This is an optimization exercise on Yosys and OpenROAD, whose aim is small area, a short achievable clock period and few clock cycles, not a production implementation. The RTL was checked by simulation tests, not by an equivalence proof against the original design. Power figures rest on the tool's default switching activity, not on a simulated workload.

**design/flow/design.v**
```verilog
module pgs_hdec #(
    parameter NMAX = 32                  
) (
    input  wire        clk,
    input  wire        rst,              
    input  wire        start,
    input  wire [31:0] dec_off,
    input  wire [15:0] dec_runs,
    input  wire [15:0] dec_len,
    input  wire [12:0] clen,
    output wire        busy,
    output reg         done,
    output reg  [3:0]  err,
    output reg  [12:0] dec_end,
    output wire        mem_req,
    output wire [11:0] mem_addr,
    input  wire        mem_ack,
    input  wire [7:0]  mem_rdata,
    output wire        dbuf_we,
    output wire [4:0]  dbuf_addr,
    output wire [23:0] dbuf_wdata
);
    localparam NINT = NMAX - 1;          
    localparam [3:0] E_OK        = 4'd0,
                     E_BAD_OPND  = 4'd10,
                     E_TRUNC     = 4'd11,
                     E_BAD_TREE  = 4'd12,
                     E_BAD_START = 4'd13;
    localparam [2:0] S_IDLE  = 3'd0,
                     S_TREE  = 3'd1,
                     S_CODE  = 3'd2,
                     S_START = 3'd3,
                     S_WRITE = 3'd4;
    reg [2:0]  state;
    reg [11:0] base;          
    reg [12:0] addr;          
    reg        ga;            
    reg        oka0, oka1;    
    reg [5:0]  inn;           
    reg [4:0]  lsz [0:NINT-1];    
    reg        lw_en;
    reg        single;        
    reg [4:0]  wj;            
    reg [4:0]  wl;            
    reg [4:0]  wsz;           
    reg [2:0]  bp;            
    reg [7:0]  cb;            
    reg        cbv;           
    reg [5:0]  r;             
    reg        wmore;         
    reg        emit;          
    reg [5:0]  rr;            
    reg [12:0] raddr;         
    reg [2:0]  rbp;
    reg        sv;
    reg [4:0]  sj;
    reg [4:0]  sl;
    reg        tv;
    reg [9:0]  tq;            
    reg [12:0] faddr;
    reg [2:0]  fs;            
    reg [1:0]  cnt;           
    reg        fv;            
    reg [31:0] acc;           
    reg        full;          
    reg        cnv;           
    reg [23:0] cn;
    reg        bad_st;
    reg [NMAX-1:0] bmap;      
    reg [4:0]  p;             
    reg        bnd;           
    reg [23:0] cur;           
    assign busy     = (state != S_IDLE);
    assign mem_req  = busy;
    assign mem_addr = ga ? addr[11:0] : faddr[11:0];
    wire ack = mem_ack;
    wire [7:0] rd = mem_rdata;
    wire [12:0] addr2 = addr + 13'd2;
    wire tbit = rd[~p[2:0]];
    wire pair = (p[2:0] != 3'd7) && rd[~(p[2:0] + 3'd1)] && ((p >= 5'd7) ? oka1 : oka0);
    wire cword_ok = (p >= 5'd8) ? oka1 : oka0;     
    wire [12:0] wla  = raddr;
    wire [12:0] wla4 = wla + 13'd4;
    wire [12:0] o2   = (p >= 5'd8) ? wla + 13'd1 : wla - 13'd3;
    wire        link_fw = lw_en && (sj == wj);
    wire [4:0]  link = link_fw ? sl : lsz[wj];
    wire last_run = (r + 6'd1 == dec_runs[5:0]);
    wire walking = (state == S_CODE) ||
                   (state == S_WRITE && wmore && !sv);
    wire [7:0] cbyte = cbv ? cb : rd;
    wire cbit = cbyte[bp];
    wire step = walking && (cbv || (ga && ack));
    wire [4:0] a  = lsz[wj];
    wire [4:0] rsz = wsz - a;                         
    wire [4:0] wj1 = wj + 5'd1;
    wire [4:0] wjn = cbit ? wj1 + a : wj1;
    wire [4:0] wln = cbit ? wl + a + 5'd1 : wl;
    wire [4:0] wszn = (cbit ? rsz : a) - 5'd1;
    wire       hit = cbit ? (a == wsz) : (a == 5'd0);
    wire st_bad = ((r == 6'd0) ? (rd != 8'd0) : (rd <= {3'd0, p})) || ({8'd0, rd} >= dec_len);
    wire        wr_now = (state == S_WRITE) && (!bnd || cnv);
    assign dbuf_we    = wr_now;
    assign dbuf_addr  = p;
    assign dbuf_wdata = bnd ? cn : cur;
    wire [4:0]  p1 = p + 5'd1;
    wire        take = wr_now && bnd && !single;           
    wire        arrive = fv && !ga && ack;
    wire [1:0]  nb1 = (fs == 3'd0) ? 2'd2 : 2'd3;        
    wire        last_in = arrive && (cnt == nb1);
    wire        move = (full || last_in) && (!cnv || take);  
    wire        abusy = (fv && !last_in) || ((full || last_in) && !move);
    wire        fload = tv && !abusy;
    wire        tload = sv && (!tv || fload);
    wire [9:0]  tcol = {1'b0, sl, 4'd0} + {2'b0, sl, 3'd0} + {5'd0, sl} + {5'd0, sj} + 10'd1;
    wire [14:0] rdsh = {7'd0, rd} << fs;
    wire [31:0] accn = {acc[23:0], 8'd0} | {17'd0, rdsh};
    wire [23:0] color = (fs == 3'd0) ? accn[23:0] : accn[31:8];
    wire        emit_now = emit && (!sv || tload);
    wire        ga_next = (walking && !cbv && !(ga && ack)) ||
                          (step && bp == 3'd7 && !(hit && (state == S_WRITE || last_run))) ||
                          (state == S_WRITE && wmore && tload && !cbv);
    always @(posedge clk) begin
        if (rst) begin
            state   <= S_IDLE;
            done    <= 1'b0;
            err     <= E_OK;
            dec_end <= 13'd0;
        end else begin
            done    <= 1'b0;
            lw_en   <= 1'b0;
            if (lw_en)
                lsz[sj] <= sl;
            if (state == S_CODE || state == S_WRITE)
                ga <= ga_next;
            if (arrive) begin
                cnt   <= cnt + 2'd1;
                faddr <= faddr + 13'd1;
                if (last_in) begin
                    acc[23:0] <= color;
                    fv <= 1'b0;
                end else begin
                    acc <= accn;
                end
            end
            if (move) begin
                cn   <= full ? acc[23:0] : color;
                cnv  <= 1'b1;
                full <= 1'b0;
            end else begin
                if (last_in)
                    full <= 1'b1;
                if (take)
                    cnv <= 1'b0;
            end
            if (tload) begin
                tq <= tcol;
                tv <= 1'b1;
                sv <= 1'b0;
            end else if (fload) begin
                tv <= 1'b0;
            end
            if (fload) begin
                faddr <= {1'b0, base} + {6'd0, tq[9:3]};
                fs    <= tq[2:0];
                cnt   <= 2'd0;
                fv    <= 1'b1;
            end
            if (step && (state == S_WRITE || oka0)) begin
                bp  <= bp + 3'd1;
                cb  <= cbyte;
                cbv <= (bp != 3'd7);
                if (bp == 3'd7) begin
                    addr <= addr + 13'd1;
                    oka0 <= oka1;
                    oka1 <= (addr2 < clen);
                end
                if (hit) begin
                    wj  <= 5'd0;
                    wl  <= 5'd0;
                    wsz <= inn[4:0] - 5'd1;
                    r  <= r + 6'd1;
                    if (state == S_WRITE && last_run)
                        wmore <= 1'b0;
                    if (state == S_WRITE || emit_now) begin
                        sv <= 1'b1;
                        sj <= wjn;
                        sl <= wln;
                    end
                    if (state == S_CODE) begin
                        if (emit_now) begin
                            rr    <= r + 6'd1;
                            raddr <= (bp == 3'd7) ? addr + 13'd1 : addr;
                            rbp   <= bp + 3'd1;
                        end else begin
                            emit  <= 1'b0;
                        end
                    end
                end else begin
                    wj  <= wjn;
                    wl  <= wln;
                    wsz <= wszn;
                end
            end
            case (state)
            S_IDLE: begin
                if (start) begin
                    base   <= dec_off[11:0];
                    addr   <= {1'b0, dec_off[11:0]};
                    ga     <= 1'b1;
                    raddr  <= {1'b0, dec_off[11:0]} + 13'd7;
                    oka0   <= ~|dec_off[31:12] && ({1'b0, dec_off[11:0]} + 13'd3 < clen);
                    oka1   <= ~|dec_off[31:12] && ({1'b0, dec_off[11:0]} + 13'd7 < clen);
                    p     <= 5'd0;
                    r     <= 6'd0;
                    inn    <= 6'd0;
                    bmap   <= {NMAX{1'b0}};
                    sv     <= 1'b0;
                    tv     <= 1'b0;
                    fv     <= 1'b0;
                    full   <= 1'b0;
                    cnv    <= 1'b0;
                    if (dec_len == 16'd0 || dec_len > NMAX ||
                        dec_runs == 16'd0 || dec_runs > dec_len) begin
                        err  <= E_BAD_OPND;
                        done <= 1'b1;
                    end else begin
                        state <= S_TREE;
                    end
                end
            end
            S_TREE: begin
                if (!oka0) begin
                    err   <= E_TRUNC;
                    done  <= 1'b1;
                    state <= S_IDLE;
                end else if (ack) begin
                    if (tbit) begin
                        if (!cword_ok) begin
                            err   <= E_TRUNC;
                            done  <= 1'b1;
                            state <= S_IDLE;
                        end else begin
                            r   <= r + 6'd1;
                            p   <= p + 5'd25;
                            addr <= addr + ((p[2:0] == 3'd7) ? 13'd4 : 13'd3);
                            if (p >= 5'd7) begin
                                raddr <= wla4;
                                oka0  <= oka1;
                                oka1  <= (wla4 < clen);
                            end
                            if (r == inn) begin
                                addr   <= o2;
                                oka0   <= (o2 < clen);
                                oka1   <= (o2 + 13'd1 < clen);
                                single <= (inn == 6'd0);
                                wj     <= 5'd0;
                                wl     <= 5'd0;
                                wsz    <= inn[4:0] - 5'd1;
                                bp     <= 3'd0;
                                cbv    <= 1'b0;
                                emit   <= 1'b1;
                                r      <= 6'd0;
                                bad_st <= 1'b0;
                                if (inn == 6'd0) begin
                                    sv    <= 1'b1;
                                    sj    <= 5'd0;
                                    sl    <= 5'd0;
                                    state <= S_START;
                                end else begin
                                    state <= S_CODE;
                                end
                            end else begin
                                lw_en <= 1'b1;
                                sj  <= wj;
                                sl  <= inn[4:0] - wj - 5'd1;
                                wj   <= link;
                            end
                        end
                    end else begin
                        if (inn == dec_len[5:0] - 6'd1) begin
                            err   <= E_BAD_TREE;
                            done  <= 1'b1;
                            state <= S_IDLE;
                        end else if (pair) begin
                            lw_en <= 1'b1;
                            sj    <= inn[4:0];
                            sl    <= 5'd0;
                            inn   <= inn + 6'd1;
                            r     <= r + 6'd1;
                            p     <= p + 5'd26;
                            addr  <= addr + ((p[2:0] >= 3'd6) ? 13'd4 : 13'd3);
                            if (p >= 5'd6) begin
                                raddr <= wla4;
                                oka0  <= oka1;
                                oka1  <= (wla4 < clen);
                            end
                        end else begin
                            lw_en <= 1'b1;
                            sj  <= inn[4:0];
                            sl  <= wj;
                            wj   <= inn[4:0];
                            inn   <= inn + 6'd1;
                            p    <= p + 5'd1;
                            if (p[2:0] == 3'd7)
                                addr <= addr + 13'd1;
                            if (p == 5'd31) begin
                                raddr <= wla4;
                                oka0  <= oka1;
                                oka1  <= (wla4 < clen);
                            end
                        end
                    end
                end
            end
            S_CODE: begin
                if (!cbv && !oka0) begin
                    err   <= E_TRUNC;
                    done  <= 1'b1;
                    state <= S_IDLE;
                end else if (step && hit && last_run) begin
                    r     <= 6'd0;
                    addr  <= addr + 13'd1;
                    ga    <= 1'b1;
                    oka0  <= oka1;
                    oka1  <= (addr2 < clen);
                    state <= S_START;
                end
            end
            S_START: begin
                if (!oka0) begin
                    err   <= E_TRUNC;
                    done  <= 1'b1;
                    state <= S_IDLE;
                end else if (ack) begin
                    addr    <= addr + 13'd1;
                    oka0    <= oka1;
                    oka1    <= (addr2 < clen);
                    p <= rd[4:0];
                    bmap[rd[4:0]] <= 1'b1;
                    if (st_bad)
                        bad_st <= 1'b1;
                    r <= r + 6'd1;
                    if (last_run) begin
                        if (bad_st || st_bad) begin
                            err   <= E_BAD_START;
                            done  <= 1'b1;
                            state <= S_IDLE;
                        end else begin
                            dec_end <= addr + 13'd1;
                            p     <= 5'd0;
                            bnd   <= 1'b1;
                            addr  <= raddr;
                            bp    <= rbp;
                            cbv   <= 1'b0;
                            wj    <= 5'd0;
                            wl    <= 5'd0;
                            wsz   <= inn[4:0] - 5'd1;
                            r     <= rr;
                            wmore <= !single && (dec_runs[5:0] != rr);
                            ga    <= !single && (dec_runs[5:0] != rr);
                            state <= S_WRITE;
                        end
                    end
                end
            end
            S_WRITE: begin
                if (wr_now) begin
                    p   <= p1;
                    bnd <= bmap[p1];
                    if (bnd)
                        cur <= cn;
                    if (p == dec_len[4:0] - 5'd1) begin
                        err   <= E_OK;
                        done  <= 1'b1;
                        state <= S_IDLE;
                    end
                end
            end
            default: state <= S_IDLE;
            endcase
        end
    end
endmodule
```
**design/flow/run.sh**
```bash
#!/bin/bash
# synth_recipe.tcl (not shown) runs the flow's synth.tcl, then flattens the netlist and writes it again
# the make line also repeats each setting of config.mk as NAME=value (left out here)
make -C /OpenROAD-flow-scripts/flow DESIGN_CONFIG=/design/flow/config.mk WORK_HOME=/design/flow/orfs CLKGATE_MAP_FILE= SYNTH_SCRIPT=/design/flow/synth_recipe.tcl finish
```
**design/flow/config.mk**
```make
export PLATFORM = sky130hd
export DESIGN_NAME = pgs_hdec
export DESIGN_NICKNAME = pgs_hdec
export VERILOG_FILES = /design/flow/design.v
export SDC_FILE = /design/flow/constraint.sdc
export NUM_CORES = 4
export LEC_CHECK = 0
export CAP_MARGIN = 20
export CORE_MARGIN = 2
export CORE_UTILIZATION = 40
export CTS_BUF_LIST = sky130_fd_sc_hd__clkbuf_16
export CTS_CLUSTER_DIAMETER = 80
export CTS_CLUSTER_SIZE = 24
export SETUP_SLACK_MARGIN = 3
export SLEW_MARGIN = 20
```
**design/flow/constraint.sdc**
```tcl
create_clock -name core_clock -period 7.0 [get_ports {clk}]
set_input_delay 1.4000 -clock core_clock [delete_from_list [all_inputs] [get_ports {clk}]]
set_output_delay 1.4000 -clock core_clock [all_outputs]
set_load 0.01 [all_outputs]
```
==> results.txt, run 1 <==
- The count of input and output buffers is 150.
- Counting every sink on the clock net gives 427.
- The post-synth net total is 3080.
- The clock reaches the later pin of the worst-skew pair after 0.63 ns.
- The first global-routing pass estimated around 150000 um of wire.
- The net count reported at finish is 3281.
- The detailed-routed wire length on met3 is 9059 um.
- The wire length after detailed routing is slightly below 100000 um.
- The total congestion overflow is 0.
- The die is between 200 and 300 um wide.
- The library cell appearing most often on the critical path is sky130_fd_sc_hd__a211oi_2.
- The DRC marker count from the first detailed-route iteration is 2916.
- Measured against its own limit, the worst slew margin works out to ~34%.
- Setup repair after global routing could not meet its margin everywhere.
- The most common cell in the synthesized netlist is sky130_fd_sc_hd__edfxtp_1.
- For this design the ratio of total power to cell area is 188.4 nW/um2.
- The final max-slew violation count is 0.
- The library cell contributing the largest single delay on the critical path is sky130_fd_sc_hd__edfxtp_1.
- The largest single stage delay on the critical path is 0.61 ns.
- In this run the mean area of a mapped cell was 10.27 um2.
- Global routing consumed, over all layers together, between 20% and 30% of the routing resources.
- The half-perimeter wire length of the detailed placement result is 68810 um.
- Compared with the post-synthesis result, the final layout area differs by 19.63%.
- The area taken by multi-input logic gates is 16000 um2.
- Counting flops with a built-in enable in the synthesized netlist gives approximately 400.
- Clock tree synthesis inserted a total of 29 buffers.
- The count of pins on the block boundary is about 150.
- Of the cells placed in the final design, the portion with a size suffix greater than 1 is between 10% and 20%.
- The number of fillers in the final layout is between 6000 and 7000.
- The clock period minus final worst setup slack is 4.089 ns.
- The run finished with no timing, DRC or antenna violations.
- The commonest cells after synthesis are 401 x sky130_fd_sc_hd__edfxtp_1, 279 x sky130_fd_sc_hd__nor2_1, 219 x sky130_fd_sc_hd__nand2_1, 207 x sky130_fd_sc_hd__a21oi_1, 183 x sky130_fd_sc_hd__ha_1.
- In the final routing, the length of wire on met1 measures 41820 um.
- The H-tree level count is 1.
- For the final routed database, the setup TNS stands at 0 ns.
- By area the synthesized netlist is led by sky130_fd_sc_hd__edfxtp_1 42%, sky130_fd_sc_hd__ha_1 8.0%, sky130_fd_sc_hd__xnor2_1 4.1%.
- For this run, the top clock speed supported by timing is 0.2446 GHz.
- The die covers 73970 um2.
- The post-cts hold buffer count is 0.
- Summed over all cells, the static leakage comes to roughly 13 nW.
- The design draws 0.006474 W.
- The DRC violations left is 0.
- Data on the critical path arrives at its endpoint at roughly 4.6 ns.
- The highest fanout seen on the critical path is 6.
- The congestion estimate from routability-driven global placement came to 0.9425.
- For this run, the detailed router's first-pass iteration total came to 6.
- The dominant register cell in the synthesized netlist is sky130_fd_sc_hd__edfxtp_1.
- The hold violation count in the final report is 0.
- The top-area cell type share of the netlist area is 41.92%.
- Summing every instance area after synthesis gives between 20000 and 30000 um2.
- The count of vias placed by the detailed router is 24050.
- Synthesis instantiated 83 different standard cells from the library.
- The worst clock skew on the final layout is 0.04408 ns.
- After synthesis the netlist holds a flip-flop and latch count of roughly 430.
- The critical path goes through ha_1, a211oi_2, o21bai_1, a21oi_2, buf_4, xnor2_4, and3_4, and3_4, xor2_1, ha_1, a21o_1, a211oi_2, a21oi_1, o2111ai_1, a31oi_1, a211oi_2, a211o_1.
- The async set-or-reset flop fraction in the synthesized netlist is 0%.
- The row count is 98.
- The period utilization is between 50% and 60%.
- Dividing the detail-routed via count by the number of cells gives 6.059.
- The TritonCTS clock tree is yes.
- The placeable core area is 71240 um2.
- The number of antenna violations at the first check in global routing is 3.
- For this run, the number of Yosys warnings is 1.
- Entering global routing, the biggest net connects 46 pins.
- The number of buffers on the longest clock path is 3.
- The required time at the endpoint of the critical path is 7.51 ns.
- The detailed router used layers up to and including met5.
- The worst-case IR drop observed on VDD is around 230 uV.
- The routed design uses 43340 um of met2 wire.
- Across the whole layout, storage elements account for 12570 um2.
- Setup violations remaining at the end of the flow were counted as 0.
- The via count of the first global-routing pass was 23250.
- Synthesis produced a netlist whose cell count is 2797.
- From bottom edge to top edge, the die measures approximately 270 um.
- In this run the remaining antenna-violating nets after routing total 0.
- The category of the most critical setup path is reg -> reg.
- The launching element type of the critical path is a register.
- The clock transition at the registers of the reported paths is ~0.11 ns.
- The effective utilization at floorplan is 40.32%.
- The cell sitting at the root of the clock tree is a sky130_fd_sc_hd__clkbuf_16.
- The actual transition at the worst max-transition pin is 0.9878 ns.
- The class of the tightest hold or removal check is reg -> reg.
- The tool flagged a number of max-cap violations equal to 0.
- STA classifies the critical path endpoint as a register.
- The share of synthesized area occupied by flip-flops and latches is 43.73%.
- The largest area contributor in the netlist is sky130_fd_sc_hd__edfxtp_1.
- The detailed-route wire length per cell is about 25 um.
==> layout by cell type, fill, tap and decap left out, types with 28 or more instances in the layout <==
master,Yosys,layout
sky130_fd_sc_hd__and3_1,34,28
sky130_fd_sc_hd__xor2_1,88,86
sky130_fd_sc_hd__nor3_1,48,40
sky130_fd_sc_hd__nand4_1,29,29
sky130_fd_sc_hd__a21oi_1,207,188
sky130_fd_sc_hd__o22ai_1,33,31
sky130_fd_sc_hd__nor2_1,279,269
sky130_fd_sc_hd__mux2i_1,79,76
sky130_fd_sc_hd__clkdlybuf4s50_1,0,126
sky130_fd_sc_hd__buf_4,6,142
sky130_fd_sc_hd__edfxtp_1,401,401
sky130_fd_sc_hd__o21ai_0,136,115
sky130_fd_sc_hd__nand3_1,65,64
sky130_fd_sc_hd__nand2_1,219,209
sky130_fd_sc_hd__clkbuf_16,0,29
sky130_fd_sc_hd__inv_1,123,115
sky130_fd_sc_hd__o211ai_1,28,28
sky130_fd_sc_hd__xnor2_1,135,127
sky130_fd_sc_hd__mux2_2,83,77
sky130_fd_sc_hd__a21o_1,41,40
sky130_fd_sc_hd__mux4_2,37,37
sky130_fd_sc_hd__ha_1,183,166
==> layout make-up <==
type	count	share of cell area (%)
multi-input cells	2087	46.56
flip-flops and latches	427	36.59
repair buffers	329	8.983
well taps	950	3.459
clock buffers	29	2.112
inverters	124	1.380
clock inverters	22	0.9066
diodes	1	0.007282
==> repair_timing <==
item / in CTS / in global routing
pin swaps: 46 / 51
endpoints found under the setup margin: 136 / 100
resized for setup: 150 / 145
buffers inserted: 76 / 33
gates cloned: 4 / 1
==> worst paths after layout <==
path | startpoint | end | slack, ns | depth (start not counted)
worst max-delay path | raddr[1]$_DFFE_PP_ | oka1$_DFFE_PN_ | 2.91 | 17
worst min-delay path | tq[2]$_DFFE_PP_ | fs[2]$_DFFE_PP_ | 0.43 | 0
worst max register to register | raddr[1]$_DFFE_PP_ | oka1$_DFFE_PN_ | 2.91 | 17
worst min register to register | tq[2]$_DFFE_PP_ | fs[2]$_DFFE_PP_ | 0.43 | 0
==> metrics by stage <==
stage | util (%) | hold WS [ns] | cells | setup WS [ns] | cell area [um2]
global placement | 44.03 | 0.4088 | 3801 | 1.238 | 31370
floorplan | - | 0.4003 | 2797 | 2.882 | 28900
CTS | 47.24 | 0.4258 | 3932 | 2.857 | 33650
global route | 48.23 | 0.4348 | 3968 | 2.754 | 34360
finish | 48.23 | 0.4332 | 3969 | 2.911 | 34360
detailed placement | 44.03 | 0.4045 | 3801 | 1.192 | 31370
==> flip-flops by register name, summed over array words and instances (netlist names), 10 cells and up, named ones only <==
name     flops
cn          24
addr        13
bmap        32
tq          10
raddr       13
cur         24
faddr       12
base        12
dec_end     13
acc         24
lsz        155
==> worst max-delay path, delay by kind of cell (launching register included) <==
family	cells	cell delay [ns]
compound gates	10	1.86
xor+xnor	2	0.31
fa+ha+maj	2	0.60
buf+inv	1	0.16
flops	1	0.61
simple gates	2	0.42
==> report_power, final <==
part / internal, W / switching (W) / leakage, nW
clock network: 0.000926 / 0.00102 / 0.504
logic: 0.000686 / 0.000890 / 8.32
registers: 0.00286 / 0.0000958 / 3.93
==> cells by family (layout without fill, tap and decap cells) <==
logic type	after synthesis	count (layout)	share of synthesized area [%]
compound gates	652	652	14.42
flops	427	427	43.73
buf+inv	285	504	3.955
mux	199	200	8.908
simple gates	814	815	13.20
fa+ha+maj	194	194	8.738
other cells	0	1	0
xor+xnor	226	226	7.039
==> per-layer routing <==
layer	track usage, %	vias to the layer above
met5	0	-
li1	-	10780
met2	39.59	1167
met1	36.19	11880
met4	7.765	2
met3	5.272	213
Testbench counts, summed over its fixed seeds: cycles 65,667.
==> inputs of run 2 (changes only) <==
--- a/design/flow/config.mk
+++ b/design/flow/config.mk
@@ -7,7 +7,7 @@
 export LEC_CHECK = 0
 export CAP_MARGIN = 20
 export CORE_MARGIN = 2
-export CORE_UTILIZATION = 40
+export CORE_UTILIZATION = 55
 export CTS_BUF_LIST = sky130_fd_sc_hd__clkbuf_16
 export CTS_CLUSTER_DIAMETER = 80
 export CTS_CLUSTER_SIZE = 24
==> results.txt, run 2 <==
- The via count of the first global-routing pass came to 23220 (was 23250).
- The placed instance area came to 30960 um2 (was 31370 um2).
- The effective utilization at floorplan is 55.76% (was 40.32%).
- The final antenna-violating net count is 0 (unchanged).
- The net count reported at finish is 3271 (was 3281).
- Largest registers in the final layout: lsz: 155 flops, bmap: 32 flops (unchanged).
- The peak clock frequency supported by timing is 0.2424 GHz (was 0.2446 GHz).
- The worst clock skew on the final layout is 0.02396 ns (was 0.04408 ns).
- The required time at the endpoint of the critical path came to 7.50 ns (was 7.51 ns).
- The vertical die dimension is 232.5 um (was 272.0 um).
- The detailed-route wire length per cell is 26.11 um (was 24.54 um).
- The category of the most critical setup path is in -> reg (was reg -> reg).
- The launch instance of the worst min-delay path is tq[1]$_DFFE_PP_ (was tq[2]$_DFFE_PP_).
- Synth top area cells: sky130_fd_sc_hd__edfxtp_1 42%, sky130_fd_sc_hd__ha_1 8.0%, sky130_fd_sc_hd__xnor2_1 4.1% (unchanged).
- The DRC violations left is 0 (unchanged).
- The launch instance of the worst register-to-register path is p[3]$_DFFE_PP_ (was raddr[1]$_DFFE_PP_).
- The post-place setup slack is 1.229 ns (was 1.192 ns).
- The tightest hold margin is 0.4272 ns (was 0.4332 ns).
- The launching element type of the critical path is an input port (was register).
- The highest fanout seen on the critical path came to 9 (was 6).
- The register bank with the most flops is lsz (unchanged).
- The launching element of the worst setup path was dec_off[2] (was raddr[1]$_DFFE_PP_).
- The latest clock arrival within the worst-skew pair is 0.63 ns (about the same).
- The largest area contributor in the netlist is sky130_fd_sc_hd__edfxtp_1 (unchanged).
- The number of unique standard cell types used by synthesis is 83 (unchanged).
- The clock period minus final worst setup slack was 4.126 ns (was 4.089 ns).
- The endpoint arrival time on the critical path came to 4.62 ns (was 4.59 ns).
- The count of pins on the block boundary was 151 (unchanged).
- Top library cells by usage in the layout, fill and taps aside: 401 x sky130_fd_sc_hd__edfxtp_1, 268 x sky130_fd_sc_hd__nor2_1, 210 x sky130_fd_sc_hd__nand2_1, 187 x sky130_fd_sc_hd__a21oi_1, 170 x sky130_fd_sc_hd__ha_1 (was 401 x sky130_fd_sc_hd__edfxtp_1, 269 x sky130_fd_sc_hd__nor2_1, 209 x sky130_fd_sc_hd__nand2_1, 188 x sky130_fd_sc_hd__a21oi_1, 166 x sky130_fd_sc_hd__ha_1).
- The count of input and output buffers is 150 (unchanged).
- The top-area cell type share of the netlist area is 41.92% (unchanged).
- The final max-slew violation count is 0 (unchanged).
- The DRC marker count from the first detailed-route iteration is 3055 (was 2916).
- The leading cell type in the layout, fill and taps excluded is sky130_fd_sc_hd__edfxtp_1 (unchanged).
- The remaining max-slew budget at the tightest pin is 29.52% (was 33.94%).
- The hold violation count in the final report was 0 (unchanged).
- The clock root buffer is sky130_fd_sc_hd__clkbuf_16 (unchanged).
- The flip-flop count of the largest register, all copies and words added came to 155 (unchanged).
- The actual transition at the worst max-transition pin is 1.055 ns (was 0.9878 ns).
- The core utilization of the finished layout is 65.92% (was 48.23%).
- The final setup slack of the worst path is 2.874 ns (was 2.911 ns).
- The via density per instance was 6.543 (was 6.059).
- Outcome: timing/DRC/antenna clean (unchanged).
- The number of warnings reported in the yosys synthesis log came to 1 (unchanged).
- The power density of the placed cells came to 188.7 nW/um2 (was 188.4 nW/um2).
- The period utilization came to 58.94% (was 58.41%).
- The final weighted congestion in routability-driven placement is 0.9988 (was 0.9425).
- The row count was 83 (was 98).
- Setup repair after global routing missed its margin: yes (unchanged).
- The dominant register cell in the synthesized netlist is sky130_fd_sc_hd__edfxtp_1 (unchanged).
- The most common cell in the synthesized netlist was sky130_fd_sc_hd__edfxtp_1 (unchanged).
- The leakage power summed over all cells is 12.72 nW (was 12.75 nW).
- The number of search-and-repair iterations in the first detailed-routing pass came to 6 (unchanged).
- The aggregate global-route resource usage is 35.14% (was 25.62%).
- The placeable core area is 51510 um2 (was 71240 um2).
- The number of buffers inserted during clock tree synthesis is 29 (unchanged).
- The async set-or-reset flop fraction in the synthesized netlist is 0% (unchanged).
- The synthesized area is 28720 um2 (unchanged).
- The clock transition at the registers of the reported paths is 0.09 ns (was 0.11 ns).
- The number of flops mapped to enable cells by yosys is 401 (unchanged).
- The class of the tightest hold or removal check is reg -> reg (unchanged).
- The gate count of the mapped netlist was 2797 (unchanged).
- The wire length after detailed routing is 96430 um (was 97390 um).
- Post-synth top cells: 401 x sky130_fd_sc_hd__edfxtp_1, 279 x sky130_fd_sc_hd__nor2_1, 219 x sky130_fd_sc_hd__nand2_1, 207 x sky130_fd_sc_hd__a21oi_1, 183 x sky130_fd_sc_hd__ha_1 (unchanged).
- The number of antenna violations at the first check in global routing is 2 (was 3).
- The TritonCTS clock tree is yes (unchanged).
- The average cell area after synthesis was 10.27 um2 (unchanged).
- The post-synth net total was 3080 (unchanged).
- The horizontal extent of the die is 232.5 um (was 272.0 um).
- The total congestion overflow is 0 (unchanged).
- The half-perimeter wire length of the detailed placement result is 68050 um (was 68810 um).
- The fraction of layout cells with a size suffix above 1 is 17.04% (was 17.86%).
- The number of buffers on the longest clock path was 3 (unchanged).
- The setup TNS is 0 ns (unchanged).
- The die outline area is 54070 um2 (was 73970 um2).
- The count of vias placed by the detailed router was 24170 (was 24050).
- The pin count of the biggest net entering global routing is 58 (was 46).
- The number of sinks driven by the clock tree came to 427 (unchanged).
- The post-synthesis sequential element count came to 427 (unchanged).
- The post-cts hold buffer count came to 0 (unchanged).
- The number of endpoints failing setup at the final stage is 0 (unchanged).
- The endpoint class of the critical path is a register (unchanged).
- The wire length of the first global-routing pass is 143700 um (was 145800 um).
- The final standard cell area without fillers was 33950 um2 (was 34360 um2).
- The H-tree level count was 1 (unchanged).
- The synthesis-to-finish area growth is 18.21% (was 19.63%).
- The share of synthesized area occupied by flip-flops and latches is 43.73% (unchanged).
- The largest voltage drop on the vdd net is 207.5 uV (was 225.9 uV).
- The number of maximum-capacitance constraint violations came to 0 (unchanged).
run 2: layout make-up:
| class | instances | area (um2) |
|---|---|---|
| Antenna cell | 2 | 5.005 |
| Clock buffer | 30 | 750.7 |
| Clock inverter | 24 | 276.5 |
| Fill cell | 4088 | 17560 |
| Inverter | 124 | 478.0 |
| Multi-Input combinational cell | 2087 | 15970 |
| Sequential cell | 427 | 12570 |
| Tap cell | 680 | 850.8 |
| Timing Repair Buffer | 319 | 3049 |
run 2: per-stage QoR:
step                total power (W)  cells
global route               0.006624   3691
detailed placement         0.004300   3521
global placement           0.004270   3521
CTS                        0.006298   3651
floorplan                  0.003856   2797
finish                     0.006407   3693
run 2: worst paths after layout:
kind	cells past startpoint	slack [ns]	end
max reg2reg	20	2.95	oka1$_DFFE_PN_
max	12	2.87	oka1$_DFFE_PN_
min reg2reg	0	0.43	fs[1]$_DFFE_PP_
min	0	0.43	fs[1]$_DFFE_PP_
run 2: cell families (layout without fill, tap and decap cells):
group                      count (synthesis)  after routing  share of synthesized area [%]
AOI/OAI and AO/OA                        652            652                          14.42
and+or+nand+nor                          814            815                          13.20
xor gates and xnor gates                 226            226                          7.039
DFF                                      427            427                          43.73
adders and majority gates                194            194                          8.738
buffers and inverters                    285            497                          3.955
other                                      0              2                              0
muxes                                    199            200                          8.908
run 2: where the power goes:
part	switching, W	leakage, nW	internal [W]	total [W]
logic	0.000857	8.27	0.000678	0.00154
clock network	0.00105	0.525	0.000852	0.00191
registers	0.000107	3.93	0.00286	0.00297
total	0.00202	12.7	0.00439	0.00641
run 2: layer usage:
metal / track usage [%] / wire length, um / up-vias
met4: 11.37 / 3903 / 2
met5: 0 / 15 / -
li1: - / - / 10760
met3: 7.243 / 9725 / 267
met2: 56.65 / 44430 / 1366
met1: 47.56 / 38360 / 11770
run 2: worst max-delay path: stages:
cell and delay, ns:
sky130_fd_sc_hd__dlygate4sd2_1 0.49, sky130_fd_sc_hd__nor3_2 0.14, sky130_fd_sc_hd__nand3b_1 0.27, sky130_fd_sc_hd__xnor2_1 0.41, sky130_fd_sc_hd__ha_1 0.32, sky130_fd_sc_hd__a2111oi_0 0.43
sky130_fd_sc_hd__o21ai_0 0.18, sky130_fd_sc_hd__a31o_2 0.29, sky130_fd_sc_hd__a21oi_1 0.14, sky130_fd_sc_hd__o211ai_1 0.20, sky130_fd_sc_hd__o22ai_1 0.23, sky130_fd_sc_hd__a211o_1 0.12
run 2: timing repair:
action                     in CTS  in global routing
resized for setup             138                125
setup endpoints to repair     139                102
pin swaps                      37                 55
buffers inserted               71                 38
hold endpoints to repair        0                  0
gates cloned                    5                  2
==> inputs of run 3 (changes only) <==
--- a/design/flow/config.mk
+++ b/design/flow/config.mk
@@ -7,9 +7,9 @@
 export LEC_CHECK = 0
 export CAP_MARGIN = 20
 export CORE_MARGIN = 2
-export CORE_UTILIZATION = 55
+export CORE_UTILIZATION = 40
 export CTS_BUF_LIST = sky130_fd_sc_hd__clkbuf_16
 export CTS_CLUSTER_DIAMETER = 80
 export CTS_CLUSTER_SIZE = 24
-export SETUP_SLACK_MARGIN = 3
+export SETUP_SLACK_MARGIN = 3.2
 export SLEW_MARGIN = 20
==> results.txt, run 3 <==
- Outcome: timing/DRC/antenna clean (unchanged).
- The post-synthesis sequential element count came to 427 (unchanged).
- The highest fanout seen on the critical path came to 6 (was 9).
- The aggregate global-route resource usage is 25.62% (was 35.14%).
- The number of endpoints failing setup at the final stage is 0 (unchanged).
- The effective utilization at floorplan is 40.32% (was 55.76%).
- The sequential group share of total power is 44.9% (was 46.3%).
- The count of pins on the block boundary was 151 (unchanged).
- The post-synth net total was 3080 (unchanged).
- The synthesized area came to 28720 um2 (unchanged).
- The number of sinks driven by the clock tree is 427 (unchanged).
- The flip-flop count of the largest register, all copies and words added came to 155 (unchanged).
- The internal portion of total power is 0.004506 W (was 0.004388 W).
- The detailed-route wire length per cell is 24.77 um (was 26.11 um).
- The number of antenna violations at the first check in global routing is 2 (unchanged).
- The clock period minus final worst setup slack is 4.163 ns (was 4.126 ns).
- The clock transition at the registers of the reported paths is 0.10 ns (was 0.09 ns).
- The DRC violations left is 0 (unchanged).
- The category of the most critical setup path is in -> reg (unchanged).
- The switching part of the total was 31.78% (was 31.52%).
- The worst clock skew on the final layout came to 0.04390 ns (was 0.02396 ns).
- The switching power was 0.002099 W (was 0.002019 W).
- The number of fillers in the final layout came to 6318 (was 4088).
- The via density per instance is 6.027 (was 6.543).
- The latest clock arrival within the worst-skew pair is 0.64 ns (was 0.63 ns).
- The number of flops mapped to enable cells by yosys is 401 (unchanged).
- The average cell area after synthesis was 10.27 um2 (unchanged).
- The final max-slew violation count is 0 (unchanged).
- The final weighted congestion in routability-driven placement is 0.9422 (was 0.9988).
- The synthesis-to-finish area growth is 22.53% (was 18.21%).
- The most common cell in the synthesized netlist was sky130_fd_sc_hd__edfxtp_1 (unchanged).
- The horizontal extent of the die is 272.0 um (was 232.5 um).
- The number of buffers inserted during clock tree synthesis came to 31 (was 29).
- The number of search-and-repair iterations in the first detailed-routing pass is 6 (unchanged).
- The final antenna-violating net count is 0 (unchanged).
- The setup TNS is 0 ns (unchanged).
- The number of maximum-capacitance constraint violations is 0 (unchanged).
- The die outline area is 73970 um2 (was 54070 um2).
- The tightest hold margin is 0.4206 ns (was 0.4272 ns).
- The number of buffers on the longest clock path came to 3 (unchanged).
- The total congestion overflow is 0 (unchanged).
- The TritonCTS clock tree is yes (unchanged).
- Largest registers in the final layout: lsz: 155 flops, bmap: 32 flops (unchanged).
- The remaining max-slew budget at the tightest pin is 25.07% (was 29.52%).
- The half-perimeter wire length of the detailed placement result is 69980 um (was 68050 um).
- The H-tree level count is 1 (unchanged).
- The share of power burned in the clock network was 30.6% (was 29.8%).
- The endpoint arrival time on the critical path is 4.68 ns (was 4.62 ns).
- The async set-or-reset flop fraction in the synthesized netlist came to 0% (unchanged).
- The post-place setup slack is 1.143 ns (was 1.229 ns).
- The relative contribution of combinational cells to total power is 24.6% (was 24.0%).
- The final standard cell area without fillers came to 35200 um2 (was 33950 um2).
- Post-synth top cells: 401 x sky130_fd_sc_hd__edfxtp_1, 279 x sky130_fd_sc_hd__nor2_1, 219 x sky130_fd_sc_hd__nand2_1, 207 x sky130_fd_sc_hd__a21oi_1, 183 x sky130_fd_sc_hd__ha_1 (unchanged).
- The count of vias placed by the detailed router was 24060 (was 24170).
- The core utilization of the finished layout is 49.40% (was 65.92%).
- The count of input and output buffers is 150 (unchanged).
- The class of the tightest hold or removal check is reg -> reg (unchanged).
- The actual transition at the worst max-transition pin is 1.120 ns (was 1.055 ns).
- The worst setup slack for register-to-register paths is 2.88 ns (was 2.95 ns).
- The top-area cell type share of the netlist area is 41.92% (unchanged).
- The wire length after detailed routing is 98890 um (was 96430 um).
- The row count is 98 (was 83).
- The via count of the first global-routing pass is 22950 (was 23220).
- The register bank with the most flops is lsz (unchanged).
- The power density of the placed cells is 187.7 nW/um2 (was 188.7 nW/um2).
- The gate count of the mapped netlist came to 2797 (unchanged).
- The placeable core area is 71240 um2 (was 51510 um2).
- The peak clock frequency supported by timing is 0.2402 GHz (was 0.2424 GHz).
- Setup repair after global routing missed its margin: yes (unchanged).
- The dominant register cell in the synthesized netlist is sky130_fd_sc_hd__edfxtp_1 (unchanged).
- The required time at the endpoint of the critical path came to 7.52 ns (was 7.50 ns).
- The area of all sequential standard cells is 12570 um2 (about the same).
- The final setup slack of the worst path is 2.837 ns (was 2.874 ns).
- The largest area contributor in the netlist is sky130_fd_sc_hd__edfxtp_1 (unchanged).
- The number of warnings reported in the yosys synthesis log is 1 (unchanged).
- The pin count of the biggest net entering global routing is 54 (was 58).
- The DRC marker count from the first detailed-route iteration was 2774 (was 3055).
- The endpoint class of the critical path is a register (unchanged).
- The wire length of the first global-routing pass is 145300 um (was 143700 um).
- The launching element type of the critical path is an input port (unchanged).
- The period utilization was 59.46% (was 58.94%).
- The clock root buffer was sky130_fd_sc_hd__clkbuf_16 (unchanged).
- The leakage power summed over all cells is 13.02 nW (was 12.72 nW).
- The largest voltage drop on the vdd net is 209.3 uV (was 207.5 uV).
- The net count reported at finish is 3301 (was 3271).
- Top library cells by usage in the layout, fill and taps aside: 401 x sky130_fd_sc_hd__edfxtp_1, 266 x sky130_fd_sc_hd__nor2_1, 202 x sky130_fd_sc_hd__nand2_1, 181 x sky130_fd_sc_hd__a21oi_1, 164 x sky130_fd_sc_hd__ha_1 (was 401 x sky130_fd_sc_hd__edfxtp_1, 268 x sky130_fd_sc_hd__nor2_1, 210 x sky130_fd_sc_hd__nand2_1, 187 x sky130_fd_sc_hd__a21oi_1, 170 x sky130_fd_sc_hd__ha_1).
- The number of unique standard cell types used by synthesis is 83 (unchanged).
- The leading cell type in the layout, fill and taps excluded is sky130_fd_sc_hd__edfxtp_1 (unchanged).
- The area taken by multi-input logic gates is 16390 um2 (was 15970 um2).
- The fraction of layout cells with a size suffix above 1 is 20.09% (was 17.04%).
- The number of diodes is 0 (was 2).
- The share of synthesized area occupied by flip-flops and latches is 43.73% (unchanged).
- The placed instance area came to 31490 um2 (was 30960 um2).
- The vertical die dimension is 272.0 um (was 232.5 um).
- Synth top area cells: sky130_fd_sc_hd__edfxtp_1 42%, sky130_fd_sc_hd__ha_1 8.0%, sky130_fd_sc_hd__xnor2_1 4.1% (unchanged).
- The hold violation count in the final report is 0 (unchanged).
run 3: path summary, 6_finish.rpt:
path,start,to,cells after the start
setup / recovery,clen[5],oka1$_DFFE_PN_,13
hold / removal,tq[2]$_DFFE_PP_,fs[2]$_DFFE_PP_,0
setup reg to reg,raddr[1]$_DFFE_PP_,oka1$_DFFE_PN_,16
hold reg to reg,tq[2]$_DFFE_PP_,fs[2]$_DFFE_PP_,0
run 3: routing by layer:
metal | GRT usage, % | vias to the layer above | wire [um]
met2 | 39.68 | 1153 | 43750
li1 | - | 10820 | -
met3 | 4.963 | 193 | 9514
met1 | 36.75 | 11890 | 42760
met4 | 6.637 | 2 | 2851
met5 | 0 | - | 13
run 3: critical path, cell delays in order:
cell	delay, ns
sky130_fd_sc_hd__clkdlybuf4s50_1	0.45
sky130_fd_sc_hd__inv_1	0.15
sky130_fd_sc_hd__ha_1	0.36
sky130_fd_sc_hd__a21o_1	0.16
sky130_fd_sc_hd__a21o_1	0.17
sky130_fd_sc_hd__a21oi_1	0.16
sky130_fd_sc_hd__o31a_1	0.24
sky130_fd_sc_hd__o21ai_0	0.13
sky130_fd_sc_hd__a211oi_1	0.67
sky130_fd_sc_hd__mux2i_1	0.27
sky130_fd_sc_hd__nor2b_1	0.21
sky130_fd_sc_hd__o22ai_1	0.19
sky130_fd_sc_hd__a211o_1	0.12
run 3: kinds of logic (layout without fill, tap and decap cells):
| logic type | after synthesis | in the layout | synth area share, % |
|---|---|---|---|
| simple gates | 814 | 814 | 13.20 |
| compound gates | 652 | 652 | 14.42 |
| flops | 427 | 427 | 43.73 |
| buf+inv | 285 | 529 | 3.955 |
| xor+xnor | 226 | 226 | 7.039 |
| mux | 199 | 200 | 8.908 |
| fa+ha+maj | 194 | 194 | 8.738 |
run 3: cell type report:
type	count	area share, %
multi-input combinational	2086	46.58
sequential	427	35.72
timing repair buffer	348	9.723
tap	950	3.377
clock buffer	31	2.204
inverter	124	1.397
clock inverter	26	0.9989
run 3: through the flow:
step / total power, W / instances
after floorplan: 0.003870 / 2797
after global placement: 0.004305 / 3797
after detailed placement: 0.004338 / 3797
after CTS: 0.006506 / 3949
after global routing: 0.006849 / 3992
final: 0.006605 / 3992
run 3: power by group through the flow:
| stage | registers, W | logic, W | clock network, W |
|---|---|---|---|
| finish | 0.00296 | 0.00162 | 0.00202 |
| global route | 0.00297 | 0.00175 | 0.00214 |
| CTS | 0.00296 | 0.00150 | 0.00205 |
| detailed placement | 0.00302 | 0.00132 | 0 |
| global placement | 0.00302 | 0.00128 | 0 |
| floorplan | 0.00296 | 0.000913 | 0 |
run 3: what timing repair did:
item / CTS / global route
hold buffers: 0 / 0
endpoints found under the setup margin: 231 / 93
gates cloned: 3 / 3
setup buffers: 92 / 38
gates resized for setup: 243 / 139
pin swaps: 69 / 84
==> inputs of run 4 (changes only) <==
--- a/design/flow/design.v
+++ b/design/flow/design.v
@@ -49,9 +49,9 @@
     reg [5:0]  r;             
     reg        wmore;         
     reg        emit;          
-    reg [5:0]  rr;            
-    reg [12:0] raddr;         
-    reg [2:0]  rbp;
+    wire [5:0]  rr;           
+    wire [12:0] raddr;        
+    wire [2:0]  rbp;
     reg        sv;
     reg [4:0]  sj;
     reg [4:0]  sl;
@@ -70,6 +70,9 @@
     reg [4:0]  p;             
     reg        bnd;           
     reg [23:0] cur;           
+    assign raddr = cur[12:0];
+    assign rr    = cur[18:13];
+    assign rbp   = cur[21:19];
     assign busy     = (state != S_IDLE);
     assign mem_req  = busy;
     assign mem_addr = ga ? addr[11:0] : faddr[11:0];
@@ -188,9 +191,9 @@
                     end
                     if (state == S_CODE) begin
                         if (emit_now) begin
-                            rr    <= r + 6'd1;
-                            raddr <= (bp == 3'd7) ? addr + 13'd1 : addr;
-                            rbp   <= bp + 3'd1;
+                            cur[18:13] <= r + 6'd1;
+                            cur[12:0] <= (bp == 3'd7) ? addr + 13'd1 : addr;
+                            cur[21:19] <= bp + 3'd1;
                         end else begin
                             emit  <= 1'b0;
                         end
@@ -207,7 +210,7 @@
                     base   <= dec_off[11:0];
                     addr   <= {1'b0, dec_off[11:0]};
                     ga     <= 1'b1;
-                    raddr  <= {1'b0, dec_off[11:0]} + 13'd7;
+                    cur[12:0]  <= {1'b0, dec_off[11:0]} + 13'd7;
                     oka0   <= ~|dec_off[31:12] && ({1'b0, dec_off[11:0]} + 13'd3 < clen);
                     oka1   <= ~|dec_off[31:12] && ({1'b0, dec_off[11:0]} + 13'd7 < clen);
                     p     <= 5'd0;
@@ -244,7 +247,7 @@
                             p   <= p + 5'd25;
                             addr <= addr + ((p[2:0] == 3'd7) ? 13'd4 : 13'd3);
                             if (p >= 5'd7) begin
-                                raddr <= wla4;
+                                cur[12:0] <= wla4;
                                 oka0  <= oka1;
                                 oka1  <= (wla4 < clen);
                             end
@@ -290,7 +293,7 @@
                             p     <= p + 5'd26;
                             addr  <= addr + ((p[2:0] >= 3'd6) ? 13'd4 : 13'd3);
                             if (p >= 5'd6) begin
-                                raddr <= wla4;
+                                cur[12:0] <= wla4;
                                 oka0  <= oka1;
                                 oka1  <= (wla4 < clen);
                             end
@@ -304,7 +307,7 @@
                             if (p[2:0] == 3'd7)
                                 addr <= addr + 13'd1;
                             if (p == 5'd31) begin
-                                raddr <= wla4;
+                                cur[12:0] <= wla4;
                                 oka0  <= oka1;
                                 oka1  <= (wla4 < clen);
                             end
--- a/design/flow/config.mk
+++ b/design/flow/config.mk
@@ -11,5 +11,5 @@
 export CTS_BUF_LIST = sky130_fd_sc_hd__clkbuf_16
 export CTS_CLUSTER_DIAMETER = 80
 export CTS_CLUSTER_SIZE = 24
-export SETUP_SLACK_MARGIN = 3.2
+export SETUP_SLACK_MARGIN = 3
 export SLEW_MARGIN = 20
==> results.txt, run 4 <==
- The peak clock frequency supported by timing is 0.2482 GHz (was 0.2402 GHz).
- The average cell area after synthesis is 10.19 um2 (was 10.27 um2).
- The number of flops mapped to enable cells by yosys is 379 (was 401).
- The largest voltage drop on the vdd net was 220.6 uV (was 209.3 uV).
- The number of search-and-repair iterations in the first detailed-routing pass is 8 (was 6).
- The half-perimeter wire length of the detailed placement result is 76050 um (was 69980 um).
- The final max-slew violation count is 0 (unchanged).
- The pin count of the biggest net entering global routing came to 49 (was 54).
- The number of fillers in the final layout is 6488 (was 6318).
- The category of the most critical setup path is reg -> reg (was in -> reg).
- The power density of the placed cells is 181.8 nW/um2 (was 187.7 nW/um2).
- The fraction of layout cells with a size suffix above 1 was 16.30% (was 20.09%).
- The latest clock arrival within the worst-skew pair was 0.62 ns (was 0.64 ns).
- The dominant register cell in the synthesized netlist is sky130_fd_sc_hd__edfxtp_1 (unchanged).
- The TritonCTS clock tree is yes (unchanged).
- The total congestion overflow is 0 (unchanged).
- The launch instance of the worst register-to-register path is state[0]$_SDFFE_PP0P_ (was raddr[1]$_DFFE_PP_).
- The power consumption is 0.006077 W (was 0.006605 W).
- The clock root buffer is sky130_fd_sc_hd__clkbuf_16 (unchanged).
- The number of buffers on the longest clock path is 3 (unchanged).
- The required time at the endpoint of the critical path is 7.57 ns (was 7.52 ns).
- The clock period minus final worst setup slack was 4.030 ns (was 4.163 ns).
- The number of maximum-capacitance constraint violations came to 0 (unchanged).
- The async set-or-reset flop fraction in the synthesized netlist was 0% (unchanged).
- The final weighted congestion in routability-driven placement is 1.012 (was 0.9422).
- The post-synth net total is 3065 (was 3080).
- The number of warnings reported in the yosys synthesis log is 1 (unchanged).
- The net count reported at finish is 3245 (was 3301).
- The top-area cell type share of the netlist area is 40.02% (was 41.92%).
- The number of cells traversed by the worst register-to-register path is 9 (was 16).
- The leakage power summed over all cells is 12.21 nW (was 13.02 nW).
- The DRC violations left is 0 (unchanged).
- The launching element of the worst setup path was state[0]$_SDFFE_PP0P_ (was clen[5]).
- The share of synthesized area occupied by flip-flops and latches is 41.85% (was 43.73%).
- The switching power was 0.001943 W (was 0.002099 W).
- The synthesized area is 28440 um2 (was 28720 um2).
- Post-synth top cells: 379 x sky130_fd_sc_hd__edfxtp_1, 299 x sky130_fd_sc_hd__nor2_1, 198 x sky130_fd_sc_hd__nand2_1, 175 x sky130_fd_sc_hd__ha_1, 172 x sky130_fd_sc_hd__a21oi_1 (was 401 x sky130_fd_sc_hd__edfxtp_1, 279 x sky130_fd_sc_hd__nor2_1, 219 x sky130_fd_sc_hd__nand2_1, 207 x sky130_fd_sc_hd__a21oi_1, 183 x sky130_fd_sc_hd__ha_1).
- The effective utilization at floorplan is 40.47% (was 40.32%).
- The relative contribution of combinational cells to total power is 23.1% (was 24.6%).
- The share of power burned in the clock network is 30.4% (was 30.6%).
- The gate count of the mapped netlist came to 2790 (was 2797).
- The detailed-route wire length per cell is 26.59 um (was 24.77 um).
- Outcome: timing/DRC/antenna clean (unchanged).
- The largest area contributor in the netlist is sky130_fd_sc_hd__edfxtp_1 (unchanged).
- The via count of the first global-routing pass is 23420 (was 22950).
- The highest fanout seen on the critical path is 12 (was 6).
- The count of input and output buffers is 150 (unchanged).
- The switching part of the total was 31.98% (was 31.78%).
- The flip-flop count of the largest register, all copies and words added is 155 (unchanged).
- The leading cell type in the layout, fill and taps excluded is sky130_fd_sc_hd__edfxtp_1 (unchanged).
- The number of endpoints failing setup at the final stage is 0 (unchanged).
- The via density per instance is 6.220 (was 6.027).
- The final antenna-violating net count is 0 (unchanged).
- The number of buffers inserted during clock tree synthesis is 29 (was 31).
- The setup TNS is 0 ns (unchanged).
- The synthesis-to-finish area growth is 17.56% (was 22.53%).
- The number of antenna violations at the first check in global routing is 2 (unchanged).
- Top library cells by usage in the layout, fill and taps aside: 379 x sky130_fd_sc_hd__edfxtp_1, 292 x sky130_fd_sc_hd__nor2_1, 195 x sky130_fd_sc_hd__nand2_1, 170 x sky130_fd_sc_hd__ha_1, 168 x sky130_fd_sc_hd__a21oi_1 (was 401 x sky130_fd_sc_hd__edfxtp_1, 266 x sky130_fd_sc_hd__nor2_1, 202 x sky130_fd_sc_hd__nand2_1, 181 x sky130_fd_sc_hd__a21oi_1, 164 x sky130_fd_sc_hd__ha_1).
- The wire length of the first global-routing pass was 152400 um (was 145300 um).
- The tightest hold margin was 0.4707 ns (was 0.4206 ns).
- The endpoint class of the critical path is a register (unchanged).
- The class of the tightest hold or removal check is reg -> reg (unchanged).
- The aggregate global-route resource usage is 27.37% (was 25.62%).
- The H-tree level count came to 1 (unchanged).
- The die outline area is 73250 um2 (was 73970 um2).
- The number of unique standard cell types used by synthesis is 91 (was 83).
- The launch instance of the worst min-delay path is dec_end[1]$_SDFFE_PP0P_ (was tq[2]$_DFFE_PP_).
- The hold path depth is 2 (was 0).
- The clock transition at the registers of the reported paths is 0.10 ns (about the same).
- The number of sinks driven by the clock tree was 405 (was 427).
- The actual transition at the worst max-transition pin is 0.9723 ns (was 1.120 ns).
- The destination of the worst hold path is dec_end[1]$_SDFFE_PP0P_ (was fs[2]$_DFFE_PP_).
- The count of vias placed by the detailed router came to 24430 (was 24060).
- The hold violation count in the final report is 0 (unchanged).
- The register bank with the most flops was lsz (unchanged).
- The sequential group share of total power was 46.6% (was 44.9%).
- The post-place setup slack is 1.355 ns (was 1.143 ns).
- The period utilization is 57.56% (was 59.46%).
- The core utilization of the finished layout is 47.58% (was 49.40%).
- The endpoint arrival time on the critical path is 4.60 ns (was 4.68 ns).
- The most common cell in the synthesized netlist is sky130_fd_sc_hd__edfxtp_1 (unchanged).
- The row count is 97 (was 98).
- The horizontal extent of the die is 270.6 um (was 272.0 um).
- The placeable core area is 70270 um2 (was 71240 um2).
- The wire length after detailed routing is 104400 um (was 98890 um).
- The post-synthesis sequential element count is 405 (was 427).
- The remaining max-slew budget at the tightest pin was 34.68% (was 25.07%).
- The vertical die dimension came to 270.6 um (was 272.0 um).
- The worst setup slack for register-to-register paths is 2.97 ns (was 2.88 ns).
- The count of pins on the block boundary was 151 (unchanged).
- Largest registers in the final layout: lsz: 155 flops, bmap: 32 flops (unchanged).
- The worst clock skew on the final layout is 0.02457 ns (was 0.04390 ns).
- The final setup slack of the worst path is 2.970 ns (was 2.837 ns).
- The DRC marker count from the first detailed-route iteration was 3380 (was 2774).
- Setup repair after global routing missed its margin: yes (unchanged).
- The launching element type of the critical path is a register (was input port).
- The internal portion of total power is 0.004133 W (was 0.004506 W).
- Synth top area cells: sky130_fd_sc_hd__edfxtp_1 40%, sky130_fd_sc_hd__ha_1 7.7%, sky130_fd_sc_hd__xnor2_1 4.1% (was sky130_fd_sc_hd__edfxtp_1 42%, sky130_fd_sc_hd__ha_1 8.0%, sky130_fd_sc_hd__xnor2_1 4.1%).
run 4: final cells by class:
cell class / count / area, um2 / area share [%]
clock inverter: 19 / 261.5 / 0.7822
multi-input combinational: 2098 / 16060 / 48.05
sequential: 405 / 11920 / 35.66
antenna: 1 / 2.502 / 0.007485
timing repair buffer: 322 / 2853 / 8.533
clock buffer: 29 / 725.7 / 2.171
tap: 940 / 1176 / 3.518
inverter: 114 / 429.2 / 1.284
run 4: worst max-delay path by stage:
stage                              endpoint  slack (ns)  depth (start not counted)
final                              register        2.97                          9
after floorplan            wsz[4]$_DFFE_PN_        3.00                         11
after detailed placement  addr[4]$_DFFE_PN_        1.35                          9
after CTS                 addr[2]$_DFFE_PN_        2.83                         14
after global placement    addr[4]$_DFFE_PN_        1.48                          9
after global routing         oka1$_DFFE_PN_        2.88                         15
run 4: worst max-delay path, stage by stage (launching register included):
cell and delay [ns]:
sky130_fd_sc_hd__dfxtp_1 0.45, sky130_fd_sc_hd__buf_4 0.28, sky130_fd_sc_hd__inv_1 0.20, sky130_fd_sc_hd__nor2_1 0.74, sky130_fd_sc_hd__nand2_1 0.68, sky130_fd_sc_hd__nor2_1 0.83
sky130_fd_sc_hd__o21a_1 0.22, sky130_fd_sc_hd__a211oi_1 0.05, sky130_fd_sc_hd__o221ai_1 0.31, sky130_fd_sc_hd__mux2_2 0.21
run 4: cells by family after synthesis:
family                   synth area share (%)
flip-flops                              41.85
adder cells (fa/ha/maj)                 8.474
AO/OA/AOI/OAI                           14.85
buffers and inverters                   4.175
XOR/XNOR                                6.714
multiplexers                            9.767
AND/OR/NAND/NOR                         14.17
run 4: metrics by stage:
stage               cell area (um2)  instances
floorplan                     28480       2790
global placement              30900       3769
detailed placement            30900       3769
CTS                           32620       3863
global route                  33430       3927
finish                        33430       3928
run 4: per-layer routing:
| layer | vias up | global-route usage, % | wire, um |
|---|---|---|---|
| li1 | 10800 | - | - |
| met1 | 12040 | 37.20 | 42960 |
| met2 | 1302 | 43.14 | 46870 |
| met3 | 285 | 4.828 | 9328 |
| met4 | 2 | 11.31 | 5254 |
| met5 | - | 0 | 13 |
run 4: repair_timing:
item | in CTS | in global routing
gates resized for setup | 110 | 98
setup endpoints to repair | 151 | 94
gates cloned | 2 | 1
hold buffers | 0 | 0
setup buffers | 44 | 62
hold endpoints to repair | 0 | 0
pin swaps | 12 | 25
run 4: power by group through the flow:
stage | Clock (W) | Combinational, W | Sequential, W
after floorplan | 0 | 0.000853 | 0.00281
after global placement | 0 | 0.00119 | 0.00290
after detailed placement | 0 | 0.00122 | 0.00290
after CTS | 0.00187 | 0.00130 | 0.00284
after global routing | 0.00195 | 0.00151 | 0.00284
final | 0.00185 | 0.00140 | 0.00283
Testbench counts of run 4, summed over its fixed seeds: cycles 65,667.
==> inputs of run 5 (changes only) <==
--- a/design/flow/config.mk
+++ b/design/flow/config.mk
@@ -7,7 +7,7 @@
 export LEC_CHECK = 0
 export CAP_MARGIN = 20
 export CORE_MARGIN = 2
-export CORE_UTILIZATION = 40
+export CORE_UTILIZATION = 55
 export CTS_BUF_LIST = sky130_fd_sc_hd__clkbuf_16
 export CTS_CLUSTER_DIAMETER = 80
 export CTS_CLUSTER_SIZE = 24
==> results.txt, run 5 <==
- The power density of the placed cells is 181.4 nW/um2 (was 181.8 nW/um2).
- The clock period minus final worst setup slack came to 4.111 ns (was 4.030 ns).
- The power consumption is 0.006097 W (was 0.006077 W).
- The leakage power summed over all cells was 12.44 nW (was 12.21 nW).
- The relative contribution of combinational cells to total power came to 23.6% (was 23.1%).
- The total congestion overflow is 0 (unchanged).
- Top library cells by usage in the layout, fill and taps aside: 379 x sky130_fd_sc_hd__edfxtp_1, 286 x sky130_fd_sc_hd__nor2_1, 193 x sky130_fd_sc_hd__nand2_1, 169 x sky130_fd_sc_hd__a21oi_1, 166 x sky130_fd_sc_hd__ha_1 (was 379 x sky130_fd_sc_hd__edfxtp_1, 292 x sky130_fd_sc_hd__nor2_1, 195 x sky130_fd_sc_hd__nand2_1, 170 x sky130_fd_sc_hd__ha_1, 168 x sky130_fd_sc_hd__a21oi_1).
- The worst register-to-register path ends at oka1$_DFFE_PN_.
- The final standard cell area without fillers came to 33610 um2 (was 33430 um2).
- The clock transition at the registers of the reported paths is 0.10 ns (about the same).
- The setup TNS is 0 ns (unchanged).
- The number of antenna violations at the first check in global routing is 3 (was 2).
- The count of pins on the block boundary is 151 (unchanged).
- The TritonCTS clock tree is yes (unchanged).
- The fraction of layout cells with a size suffix above 1 came to 17.60% (was 16.30%).
- The number of unique standard cell types used by synthesis is 91 (unchanged).
- The placed instance area is 30530 um2 (was 30900 um2).
- The post-synthesis sequential element count is 405 (unchanged).
- The sequential group share of total power is 46.3% (was 46.6%).
- The clock root buffer is sky130_fd_sc_hd__clkbuf_16 (unchanged).
- The gate count of the mapped netlist is 2790 (unchanged).
- The highest fanout seen on the critical path is 4 (was 12).
- The horizontal extent of the die was 231.4 um (was 270.6 um).
- The hold violation count in the final report is 0 (unchanged).
- The number of flops mapped to enable cells by yosys is 379 (unchanged).
- Synth top area cells: sky130_fd_sc_hd__edfxtp_1 40%, sky130_fd_sc_hd__ha_1 7.7%, sky130_fd_sc_hd__xnor2_1 4.1% (unchanged).
- The switching power is 0.001914 W (was 0.001943 W).
- The launch instance of the worst register-to-register path was p[4]$_DFFE_PP_ (was state[0]$_SDFFE_PP0P_).
- The placeable core area was 51200 um2 (was 70270 um2).
- The via count of the first global-routing pass is 23390 (was 23420).
- The number of sinks driven by the clock tree was 405 (unchanged).
- The endpoint arrival time on the critical path is 4.55 ns (was 4.60 ns).
- The launching element type of the critical path was a register (unchanged).
- The count of input and output buffers is 150 (unchanged).
- The switching part of the total is 31.40% (was 31.98%).
- The dominant register cell in the synthesized netlist is sky130_fd_sc_hd__edfxtp_1 (unchanged).
- The launching element of the worst setup path is p[4]$_DFFE_PP_ (was state[0]$_SDFFE_PP0P_).
- The routed metal-1 wirelength is 40540 um (was 42960 um).
- The largest area contributor in the netlist is sky130_fd_sc_hd__edfxtp_1 (unchanged).
- The register bank with the most flops is lsz (unchanged).
- The wire length on met2 was 45050 um (was 46870 um).
- The period utilization is 58.73% (was 57.56%).
- The number of warnings reported in the yosys synthesis log is 1 (unchanged).
- The remaining max-slew budget at the tightest pin is 26.72% (was 34.68%).
- The required time at the endpoint of the critical path is 7.44 ns (was 7.57 ns).
- The share of power burned in the clock network is 30.1% (was 30.4%).
- The aggregate global-route resource usage is 36.84% (was 27.37%).
- The wire length after detailed routing was 101100 um (was 104400 um).
- The number of endpoints failing setup at the final stage is 0 (unchanged).
- The leading cell type in the layout, fill and taps excluded is sky130_fd_sc_hd__edfxtp_1 (unchanged).
- The final antenna-violating net count is 0 (unchanged).
- The vertical die dimension is 231.4 um (was 270.6 um).
- The DRC violations left is 0 (unchanged).
- The actual transition at the worst max-transition pin is 1.095 ns (was 0.9723 ns).
- The final setup slack of the worst path is 2.889 ns (was 2.970 ns).
- The number of search-and-repair iterations in the first detailed-routing pass was 10 (was 8).
- The half-perimeter wire length of the detailed placement result is 71620 um (was 76050 um).
- The most common cell in the synthesized netlist is sky130_fd_sc_hd__edfxtp_1 (unchanged).
- The top-area cell type share of the netlist area is 40.02% (unchanged).
- The top metal layer carrying routed signals is met5 (unchanged).
- The final max-slew violation count is 0 (unchanged).
- The core utilization of the finished layout is 65.65% (was 47.58%).
- The number of buffers on the longest clock path came to 3 (unchanged).
- The via density per instance is 6.737 (was 6.220).
- The effective utilization at floorplan came to 55.55% (was 40.47%).
- The die outline area came to 53540 um2 (was 73250 um2).
- The pin count of the biggest net entering global routing is 57 (was 49).
- The class of the tightest hold or removal check is reg -> reg (unchanged).
- The row count was 83 (was 97).
- The H-tree level count is 1 (unchanged).
- The worst setup slack for register-to-register paths is 2.89 ns (was 2.97 ns).
- The peak clock frequency supported by timing is 0.2432 GHz (was 0.2482 GHz).
- The average cell area after synthesis is 10.19 um2 (unchanged).
- The count of vias placed by the detailed router is 24830 (was 24430).
- The final weighted congestion in routability-driven placement is 1.007 (was 1.012).
- The share of synthesized area occupied by flip-flops and latches is 41.85% (unchanged).
- The net count reported at finish is 3259 (was 3245).
- The internal portion of total power is 0.004183 W (was 0.004133 W).
- The DRC marker count from the first detailed-route iteration came to 3069 (was 3380).
- The detailed-routed wire length on met3 is 11220 um (was 9328 um).
- The number of buffers inserted during clock tree synthesis is 28 (was 29).
- The synthesized area was 28440 um2 (unchanged).
- The wire length of the first global-routing pass is 148500 um (was 152400 um).
- The number of cells traversed by the worst register-to-register path is 16 (was 9).
- Outcome: timing/DRC/antenna clean (unchanged).
- The post-synth net total is 3065 (unchanged).
- Largest registers in the final layout: lsz: 155 flops, bmap: 32 flops (unchanged).
- The post-place setup slack came to 1.377 ns (was 1.355 ns).
- The worst clock skew on the final layout is 0.02806 ns (was 0.02457 ns).
- The number of maximum-capacitance constraint violations was 0 (unchanged).
- Post-synth top cells: 379 x sky130_fd_sc_hd__edfxtp_1, 299 x sky130_fd_sc_hd__nor2_1, 198 x sky130_fd_sc_hd__nand2_1, 175 x sky130_fd_sc_hd__ha_1, 172 x sky130_fd_sc_hd__a21oi_1 (unchanged).
- Setup repair after global routing missed its margin: yes (unchanged).
- The end of the critical path is oka1$_DFFE_PN_.
- The flip-flop count of the largest register, all copies and words added was 155 (unchanged).
- The endpoint class of the critical path is a register (unchanged).
- The category of the most critical setup path was reg -> reg (unchanged).
- The latest clock arrival within the worst-skew pair is 0.61 ns (was 0.62 ns).
- The largest voltage drop on the vdd net is 263.7 uV (was 220.6 uV).
- The detailed-route wire length per cell came to 27.43 um (was 26.59 um).
- The synthesis-to-finish area growth is 18.20% (was 17.56%).
- The async set-or-reset flop fraction in the synthesized netlist is 0% (unchanged).
run 5: worst min path at each step:
stage	start	to	slack, ns	depth (start not counted)
after floorplan	tq[0]$_DFFE_PP_	fs[0]$_DFFE_PP_	0.40	0
after global placement	cn[22]$_DFFE_PP_	cur[22]$_DFFE_PP_	0.44	0
after detailed placement	cn[23]$_DFFE_PP_	cur[23]$_DFFE_PP_	0.44	0
after CTS	err[0]$_SDFFE_PP0P_	err[0]$_SDFFE_PP0P_	0.46	2
after global routing	cn[22]$_DFFE_PP_	cur[22]$_DFFE_PP_	0.49	0
final	cn[23]$_DFFE_PP_	cur[23]$_DFFE_PP_	0.46	0
run 5: cells by family after synthesis:
kind of cell	after synthesis	share of synthesized area (%)
AND/OR/NAND/NOR	841	14.17
AO/OA/AOI/OAI	650	14.85
flip-flops	405	41.85
buffers and inverters	289	4.175
XOR/XNOR	213	6.714
multiplexers	206	9.767
adder cells (fa/ha/maj)	186	8.474
run 5: worst max-delay path, stage by stage (launching register included):
cell                       delay (ns)
sky130_fd_sc_hd__edfxtp_1        0.54
sky130_fd_sc_hd__or4_4           0.58
sky130_fd_sc_hd__nor4b_2         0.28
sky130_fd_sc_hd__a31oi_1         0.11
sky130_fd_sc_hd__xnor2_2         0.23
sky130_fd_sc_hd__nand4_1         0.17
sky130_fd_sc_hd__nand2b_4        0.20
sky130_fd_sc_hd__nor3b_4         0.20
sky130_fd_sc_hd__buf_4           0.15
sky130_fd_sc_hd__xor2_2          0.15
sky130_fd_sc_hd__ha_1            0.26
sky130_fd_sc_hd__a21oi_1         0.13
sky130_fd_sc_hd__nor2b_1         0.06
sky130_fd_sc_hd__o21ai_1         0.19
sky130_fd_sc_hd__a41oi_2         0.19
sky130_fd_sc_hd__a211o_1         0.39
sky130_fd_sc_hd__o211ai_1        0.10
run 5: power groups by stage:
stage	Clock, W	Sequential [W]	Combinational [W]
2_1_floorplan	0	0.00281	0.000853
3_3_place_gp	0	0.00290	0.00117
3_5_place_dp	0	0.00290	0.00120
4_1_cts	0.00185	0.00283	0.00132
5_1_grt	0.00192	0.00283	0.00154
6_report	0.00184	0.00282	0.00144
run 5: per-stage QoR:
step           cells  hold WS (ns)
3_3_place_gp    3503        0.4380
3_5_place_dp    3503        0.4405
6_report        3686        0.4620
4_1_cts         3629        0.4612
5_1_grt         3685        0.4877
2_1_floorplan   2790        0.4003
run 5: layout make-up:
cell class / instances / area (um2)
antenna: 1 / 2.502
clock buffer: 29 / 725.7
clock inverter: 22 / 275.3
fill: 4020 / 17580
inverter: 114 / 431.7
multi-input combinational: 2098 / 16240
sequential: 405 / 11920
tap: 680 / 850.8
timing repair buffer: 337 / 3167
run 5: what timing repair did:
item,CTS,global route
pin swaps,20,36
setup buffers,71,52
gates cloned,4,2
hold buffers,0,0
setup endpoints to repair,158,83
gates resized for setup,134,122
run 5: layer usage:
layer	track usage [%]	vias to the layer above
met2	57.63	1622
met4	12.10	6
li1	-	10820
met1	51.62	12080
met3	7.074	303
met5	0	-

-- what the ideal ports hide --
How much do the figures lean on ideal ports? The routed layouts below were timed once more, with nothing changed but the port constraints. Step 1, drivers: a clkbuf_16 drives clk and a buf_2 each remaining input, both assumed. Step 2 adds t to the input delays and takes it off the output delays; t is the mean of the earliest and latest rising clock arrival at the registers after step 1. Input paths then give back, and output paths get back, about the clock's delay inside the block. Slacks: no drivers / after step 1 / after step 2; pairs: no drivers / after step 1.
run | t (ns) | setup slack, ns | hold WS [ns] | worst setup path after step 2
run 1 | 0.672 | 2.911 / 2.911 / 2.286 | 0.433 / 0.433 / 0.433 | input to register
run 2 | 0.682 | 2.874 / 2.914 / 2.231 | 0.427 / 0.427 / 0.427 | input to register
run 3 | 0.683 | 2.837 / 2.866 / 2.183 | 0.421 / 0.421 / 0.421 | input to register
run 4 | 0.673 | 2.970 / 2.961 / 2.378 | 0.471 / 0.471 / 0.471 | input to register
run 5 | 0.661 | 2.889 / 2.889 / 2.351 | 0.462 / 0.462 / 0.462 | input to register
After both steps every run listed still meets setup and hold. For run 3, which loses most, drivers alone change the setup slack by +0.029 ns; drivers and shift together by -0.654 ns.
